Background: an optimization exercise with open tools, aiming at a short achievable clock period and few clock cycles. Do not read the settings as production practice. For this run, only the layout was checked, not whether the RTL still works. Power is estimated from default activity; no workload was simulated.

`config.mk`:
```
export PLATFORM = sky130hd
export DESIGN_NAME = lsxgt_response_parser
export DESIGN_NICKNAME = lsxgt_response_parser
export VERILOG_FILES = /design/flow/design.v
export SDC_FILE = /design/flow/constraint.sdc
export NUM_CORES = 4
export LEC_CHECK = 0
export ABC_CLOCK_PERIOD_IN_PS = 3000
export CAP_MARGIN = 20
export CORE_MARGIN = 2
export CORE_UTILIZATION = 40
export SETUP_SLACK_MARGIN = 5
export SLEW_MARGIN = 20
```
`constraint.sdc`:
```
create_clock -name core_clock -period 10.0 [get_ports {clk}]
set_input_delay 2.0000 -clock core_clock [delete_from_list [all_inputs] [get_ports {clk}]]
set_output_delay 2.0000 -clock core_clock [all_outputs]
set_load 0.01 [all_outputs]
```
`design.v`:
```
module lsxgt_response_parser (
    input  wire        clk,
    input  wire        rst,           
    input  wire [7:0]  count,         
    input  wire        in_valid,
    output wire        in_ready,
    input  wire [7:0]  in_data,       
    input  wire        in_last,       
    output wire        out_valid,
    input  wire        out_ready,
    output wire [63:0] out_value,     
    output wire        out_end,       
    output wire        out_err,       
    output wire [7:0]  out_err_i,     
    output wire [7:0]  out_err_j,     
    output wire [16:0] out_err_idx    
);
    localparam integer XTRA  = 8;              
    localparam integer NBYTE = 128 + XTRA;
    localparam integer NBLK  = (NBYTE + 7) / 8 + 1;    
    reg        rdy;
    reg        s_valid;
    reg        s_last;
    reg [7:0]  s_data;
    reg [7:0]  s_count;
    reg [8*NBYTE-1:0] rx;   
    reg [7:0]  rx_len;      
    reg [7:0]  rx_num;      
    reg [3:0]  sh;          
    localparam [2:0] E_LOAD = 3'd0,
                     E_MUL  = 3'd1,
                     E_CHK1 = 3'd2,
                     E_CHK2 = 3'd3,
                     E_EMIT = 3'd4,
                     E_END  = 3'd5;
    reg        busy;
    reg [2:0]  est;
    reg [7:0]  eL, eN, eC;
    reg [7:0]  step;        
    reg [15:0] mcand;
    reg [7:0]  mplier;
    reg [15:0] prod;        
    reg [15:0] pn;          
    reg [16:0] t;           
    reg [7:0]  vi;          
    reg [7:0]  mask;
    reg        e_err;
    reg [7:0]  e_j;
    reg [16:0] e_idx;
    reg [2:0]  cred;        
    reg [7:0]  a;           
    wire rd_pend  = busy & (est != E_END);
    wire blocked  = rd_pend & ((est == E_EMIT) ? (a == NBYTE - 1) : (sh == XTRA));
    wire consume  = s_valid & ~(s_last & busy) & ~blocked;
    wire snap     = consume & s_last;
    wire issue    = busy & ((est == E_EMIT) | (est == E_END)) & (cred != 3'd0);
    wire eng_done = issue & (est == E_END);
    reg        k_valid;
    reg        k_last;
    reg [7:0]  k_data;
    reg [7:0]  k_count;
    wire       take   = in_valid & rdy;
    wire       s_free = ~s_valid | consume;
    wire [7:0] addr = a + {7'd0, consume};
    reg         v1, e1;
    reg [4:0]   q1;
    reg [2:0]   r1;
    reg [7:0]   m1;
    reg [33:0]  p1;
    reg         v2, e2;
    reg [119:0] blk2;
    reg [2:0]   r2;
    reg [7:0]   m2;
    reg [33:0]  p2;
    wire [64*NBLK-1:0] ext = {{(64*NBLK-8*NBYTE-56){1'b0}}, rx, 56'd0};
    wire [119:0] blk_nx = ext[{q1, 6'd0} +: 120];
    reg [63:0] val2;
    integer k;
    always @(*) begin
        for (k = 0; k < 8; k = k + 1)
            val2[8*k +: 8] = m2[k] ? blk2[{{1'b0, r2} + 4'd7 - k[3:0], 3'd0} +: 8] : 8'd0;
    end
    reg [64:0] fq [0:3];
    reg [1:0]  fw, fr;
    reg [2:0]  fcnt;
    reg        o_valid;
    reg [63:0] o_value;
    reg        o_end, o_err;
    reg [7:0]  o_i, o_j;
    reg [16:0] o_idx;
    wire pop = (fcnt != 3'd0) & (~o_valid | out_ready);
    wire [64:0] fh = fq[fr];
    always @(posedge clk) begin
        if (s_free) begin
            s_data  <= k_valid ? k_data  : in_data;
            s_last  <= k_valid ? k_last  : in_last;
            s_count <= k_valid ? k_count : count;
        end
        if (rdy) begin
            k_data  <= in_data;
            k_last  <= in_last;
            k_count <= count;
        end
        if (consume)
            rx <= {rx[8*NBYTE-9:0], s_data};
        if (consume & (rx_len == 8'd30))
            rx_num <= s_data;
        if (snap) begin
            eL <= rx_len + 8'd1;
            eN <= (rx_len == 8'd30) ? s_data : rx_num;
            eC <= s_count;
        end
        if (rst) begin
            rdy     <= 1'b1;
            s_valid <= 1'b0;
            k_valid <= 1'b0;
            rx_len  <= 8'd0;
            sh      <= 4'd0;
            busy    <= 1'b0;
        end else begin
            if (s_free) begin
                s_valid <= k_valid | take;
                k_valid <= 1'b0;
                rdy     <= 1'b1;
            end else if (take) begin
                k_valid <= 1'b1;
                rdy     <= 1'b0;
            end
            if (snap)
                rx_len <= 8'd0;
            else if (consume)
                rx_len <= rx_len + 8'd1;
            if (snap)
                sh <= 4'd0;
            else if (consume & (sh != XTRA))
                sh <= sh + 4'd1;
            busy <= snap | (busy & ~eng_done);
        end
    end
    always @(posedge clk) begin
        if (snap)
            est <= E_LOAD;
        else case (est)
            E_LOAD: begin
                step   <= eN + 8'd2;
                mcand  <= {8'd0, eN} + 16'd2;
                mplier <= eC - 8'd1;
                prod   <= 16'd0;
                e_err  <= 1'b0;
                if (eL <= 8'd30 || eN == 8'd0)
                    est <= E_END;
                else
                    est <= E_MUL;
            end
            E_MUL: begin
                if (mplier[0])
                    prod <= prod + mcand;
                mcand  <= {mcand[14:0], 1'b0};
                mplier <= {1'b0, mplier[7:1]};
                if (mplier[7:1] == 7'd0)
                    est <= E_CHK1;
            end
            E_CHK1: begin
                pn  <= prod + {8'd0, eN};
                t   <= {9'd0, eL} - {1'b0, prod};
                est <= E_CHK2;
            end
            E_CHK2: begin
                a    <= pn[7:0] - 8'd1 + {4'd0, sh} + {7'd0, consume};
                vi   <= eC;
                for (k = 0; k < 8; k = k + 1)
                    mask[k] <= (eN > k);
                e_j   <= (t[16] ? 8'd0 : t[7:0]) + 8'd1;
                e_idx <= (t[16] ? t : 17'd0) - 17'd1;
                if ({8'd0, eL} < pn) begin
                    e_err <= 1'b1;
                    est   <= E_END;
                end else
                    est <= E_EMIT;
            end
            E_EMIT: begin
              a <= a + {7'd0, consume} - (issue ? step : 8'd0);
              if (issue) begin
                vi <= vi - 8'd1;
                if (vi == 8'd1)
                    est <= E_END;
              end
            end
            default: ;
        endcase
    end
    always @(posedge clk) begin
        q1 <= addr[7:3];
        r1 <= addr[2:0];
        m1 <= mask;
        e1 <= (est == E_END);
        p1 <= {e_err, eC, e_j, e_idx};
        blk2 <= blk_nx;
        r2   <= r1;
        m2   <= m1;
        e2   <= e1;
        p2   <= p1;
        if (v2)
            fq[fw] <= e2 ? {1'b1, 30'd0, p2} : {1'b0, val2};
        if (pop) begin
            o_value <= fh[63:0];
            o_end   <= fh[64];
            o_err   <= fh[33];
            o_i     <= fh[32:25];
            o_j     <= fh[24:17];
            o_idx   <= fh[16:0];
        end
        if (rst) begin
            v1 <= 1'b0;
            v2 <= 1'b0;
            fw <= 2'd0;
            fr <= 2'd0;
            fcnt <= 3'd0;
            cred <= 3'd4;
            o_valid <= 1'b0;
        end else begin
            v1 <= issue;
            v2 <= v1;
            if (v2)
                fw <= fw + 2'd1;
            if (pop)
                fr <= fr + 2'd1;
            fcnt <= fcnt + {2'd0, v2} - {2'd0, pop};
            cred <= cred - {2'd0, issue} + {2'd0, pop};
            o_valid <= pop | (o_valid & ~out_ready);
        end
    end
    assign in_ready    = rdy;
    assign out_valid   = o_valid;
    assign out_value   = o_value;
    assign out_end     = o_end;
    assign out_err     = o_err;
    assign out_err_i   = o_i;
    assign out_err_j   = o_j;
    assign out_err_idx = o_idx;
endmodule
```
`run.sh`:
```
#!/bin/bash
# synth_recipe.tcl (not shown) runs the flow's synth.tcl, then flattens the netlist and writes it again
# the make line also repeats each setting of config.mk as NAME=value (left out here)
make -C /OpenROAD-flow-scripts/flow DESIGN_CONFIG=/design/flow/config.mk WORK_HOME=/design/flow/orfs CLKGATE_MAP_FILE= SYNTH_SCRIPT=/design/flow/synth_recipe.tcl finish
```
==> key figures <==
Clocking
  – CTS Hold Bufs: 0
  – CTS Sinks: 1861
  – Root Buffer: clkbuf_16
  – PostCTS Resize Cnt: 0
  – CTS buffer count: 190
  – Later-pin clock latency in the skew report: about 0.85 ns
  – CTS Buffer Depth: 3
  – CTS H-tree lvls: 4
  – CTS clk-pin slew, worst paths: 0.06 ns
  – Post-CTS Setup Inserts: 0
  – CTS tree: done

STA
  – Max-Slew Margin vs Limit: 0.195
  – Final hold vios: 0
  – Period utilisation layout: 0.459
  – Period minus WS final: approximately 4.6 ns
  – Worst Tran Pin Value: about 1.2 ns
  – RSZ-0062 raised after global routing: no
  – Final Skew: ~0.065 ns
  – Pins Over Slew Limit: 0
  – Setup violations, final: 0
  – Setup Total Neg Slack: 0 ns
  – Max Freq: ~220 MHz

GRT
  – GR Util All Layers: 0.186
  – Pin count of the biggest net entering global routing: 181
  – Congestion Overflow GR: 0
  – Vias in the first global route: 44584
  – First-pass GRT wire length: 295 mm
  – Initial antenna violation count: 7

Routing
  – Vias/cell: 5.67
  – Routed WL: 197 mm
  – Pre-antenna DRT Iters: 6
  – Initial DRC Count: roughly 4700
  – WL/cell: 24.9 um
  – DRC: 0
  – Routed Antenna Nets: 0
  – Overall via count from detail_route: 44823

Logic synthesis
  – Synth Flop Type: edfxtp_1
  – Ys Warns: 1
  – Syn Area/Cell: 16.4 sq um
  – Syn Inst Count: between 5000 and 6000
  – Synthesized Nets: 5139
  – FFs w/ async S/R, synth: 0
  – Post-synth EDFFs: 1610
  – Post-synthesis sequential area ratio: 0.648
  – Synth unique cells: 74
  – Post-Synthesis Cell Area: 82400 sq um
  – Yosys reg bits: 1861

Power
  – P per Cell Area: 309 nW/um^2
  – Worst vdd ir: ~0.00026 V
  – Leak Pwr: 31.1 nW

Worst setup path
  – Kind of critical path: reg2reg
  – Req. time, crit path: between 10 and 15 ns
  – R2R setup slack: 5.41 ns
  – CP Max Fanout: roughly 160
  – RR Endpoint: rx[157]$_DFFE_PP_
  – RR Startpoint: est[1]$_SDFFE_PP0P_
  – Worst r2r path cells: 7
  – Crit path launch type: register
  – CP Capture Type: register
  – Crit path DAT: around 5.0 ns

Layout
  – Layout overhead on the synthesized area: 12.1%
  – Number of fill cells: 17564
  – FF/Latch Area: 53400 sq um
  – Commonest non-fill, non-tap cell in the layout: edfxtp_1
  – Nets: a little over 5000
  – Finished Core Util: 0.451
  – Multi-input logic area: 27000 sq um
  – Layout cell share with drive strength beyond 1: 0.212
  – Most frequent cells in the layout: edfxtp_1 (1610), mux4_2 (542), nand2_1 (343)

Floorplan
  – Num rows: 166
  – I/O pin cnt: 122
  – Die height: 458 um
  – Die width: approximately 460 um
  – Initial core utilization: 0.403
  – Core Footprint: 205000 sq um
  – DIE AREA: 210000 sq um

Place
  – RD Place Congestion: 0.837
  – DPL Wire Length: 132 mm
  – Port buffer count: 121

Worst hold path
  – Hold depth: 0
  – Worst min path class: reg2reg
  – Hold Crit Endpoint: p2[8]$_DFF_P_
  – Hold Startpoint: p1[8]$_DFF_P_

Job
  – MaxCap Viol Count: 0

Run status
  – Outcome: no timing/DRC/antenna violations
==> stage by stage <==
step / power, W / cells / area, sq um / hold WS, ns / setup WS [ns]
floorplan: 0.0182 / 5026 / 82400 / 0.310 / 4.24
global placement: 0.0216 / 7554 / 86000 / 0.311 / 5.55
detailed placement: 0.0217 / 7554 / 86000 / 0.312 / 5.47
CTS: 0.0288 / 7908 / 92300 / 0.301 / 5.39
global route: 0.0298 / 7909 / 92300 / 0.306 / 5.05
finish: 0.0285 / 7910 / 92300 / 0.303 / 5.41
==> cells by family after synthesis <==
group / synth area share
multiplexers: 0.205
buffers and inverters: 0.0256
AND/OR/NAND/NOR: 0.0468
flip-flops: 0.648
XOR/XNOR: 0.0124
adder cells (fa/ha/maj): 0.0146
AO/OA/AOI/OAI: 0.0476
==> state kept, by name, indices dropped and copies added, names as in the netlist, 16 cells and up, named ones only <==
name,count
o_value,64
blk2,120
e_idx,17
t,17
mcand,16
fq,260
p1,34
prod,16
p2,34
rx,1088
pn,16
==> per-layer routing <==
| metal | wire (um) | track usage | up-vias | share of wire |
|---|---|---|---|---|
| li1 | - | - | 19833 | - |
| met1 | 86200 | 0.264 | 23424 | 0.44 |
| met2 | 96400 | 0.304 | 1326 | 0.49 |
| met3 | 10500 | 0.0260 | 240 | 0.053 |
| met4 | 4190 | 0.0476 | 0 | 0.021 |
| met5 | 0 | 0 | - | 0 |
==> cell type report <==
cell class | instances | area share
flip-flops and latches | 1861 | 0.579
clock buffers | 260 | 0.0585
inverters | 136 | 0.00581
well taps | 2688 | 0.0364
diodes | 2 | 0.0000542
multi-input cells | 2688 | 0.292
repair buffers | 181 | 0.0190
clock inverters | 94 | 0.00941
==> worst max-delay path by stage <==
stage / from / end / slack (ns) / cells past startpoint
detailed placement: est[1]$_SDFFE_PP0P_ / rx[237]$_DFFE_PP_ / 5.47 / 7
CTS: est[1]$_SDFFE_PP0P_ / rx[165]$_DFFE_PP_ / 5.39 / 7
finish: est[1]$_SDFFE_PP0P_ / rx[157]$_DFFE_PP_ / 5.41 / 7
floorplan: a[2]$_DFFE_PP_ / a[6]$_DFFE_PP_ / 4.24 / 15
global route: est[1]$_SDFFE_PP0P_ / rx[157]$_DFFE_PP_ / 5.05 / 7
global placement: est[2]$_SDFFE_PP0P_ / a[6]$_DFFE_PP_ / 5.55 / 15
==> critical path, stage by stage, from the launching register on <==
cell and delay [ns]:
dfxtp_1 0.63, nor3b_4 0.20, and3_1 0.25, o31ai_4 0.48, nand2_4 0.20, clkinv_16 0.31
buf_4 0.86, buf_4 0.90
==> synthesized netlist by cell type, types with 62 or more instances <==
master    number  area, sq um
edfxtp_1    1610        48300
mux4_2       542        12200
nand2_1      344         1290
mux2i_1      257         2570
dfxtp_1      251         5020
nor2_1       244          916
mux2_2       162         1820
a21oi_1      137          686
clkbuf_1     137          514
o21ai_1      127          636
o21ai_0      115          576
inv_1        107          402
buf_2        101          505
ha_1          85         1060
nand3_1       72          360
nor2b_1       62          388
xnor2_1       62          543
==> power by group <==
group	switching, W	leakage [nW]	internal, W
combinational	0.00595	10.8	0.00487
clock	0.00309	3.07	0.00397
sequential	0.000870	17.2	0.00973

static timing again, ports no longer ideal:
In the flow no input, the clock included, has a driving cell. The finished layout below was timed again as built, in two steps. Step 1 assumes that a clkbuf_16 drives the clock port and a buf_2 every other input. Step 2 also shifts input and output timing later by t, the mid clock arrival at the registers, as if the neighbouring blocks saw the same clock. Slacks: ideal ports / drivers / drivers and shift; pairs: ideal ports / drivers.
t (ns): 0.903
setup slack, ns: 5.410 / 5.410 / 5.410
latest minus earliest clock arrival (ns): 0.069 / 0.068
slew at the worst register clock pin (ns): 0.07 / 0.07
worst data-port slew with drivers (ns): 0.04
After both steps this run still meets setup and hold. For this run, drivers alone change the setup slack by 0.000 ns; drivers and shift together by 0.000 ns.
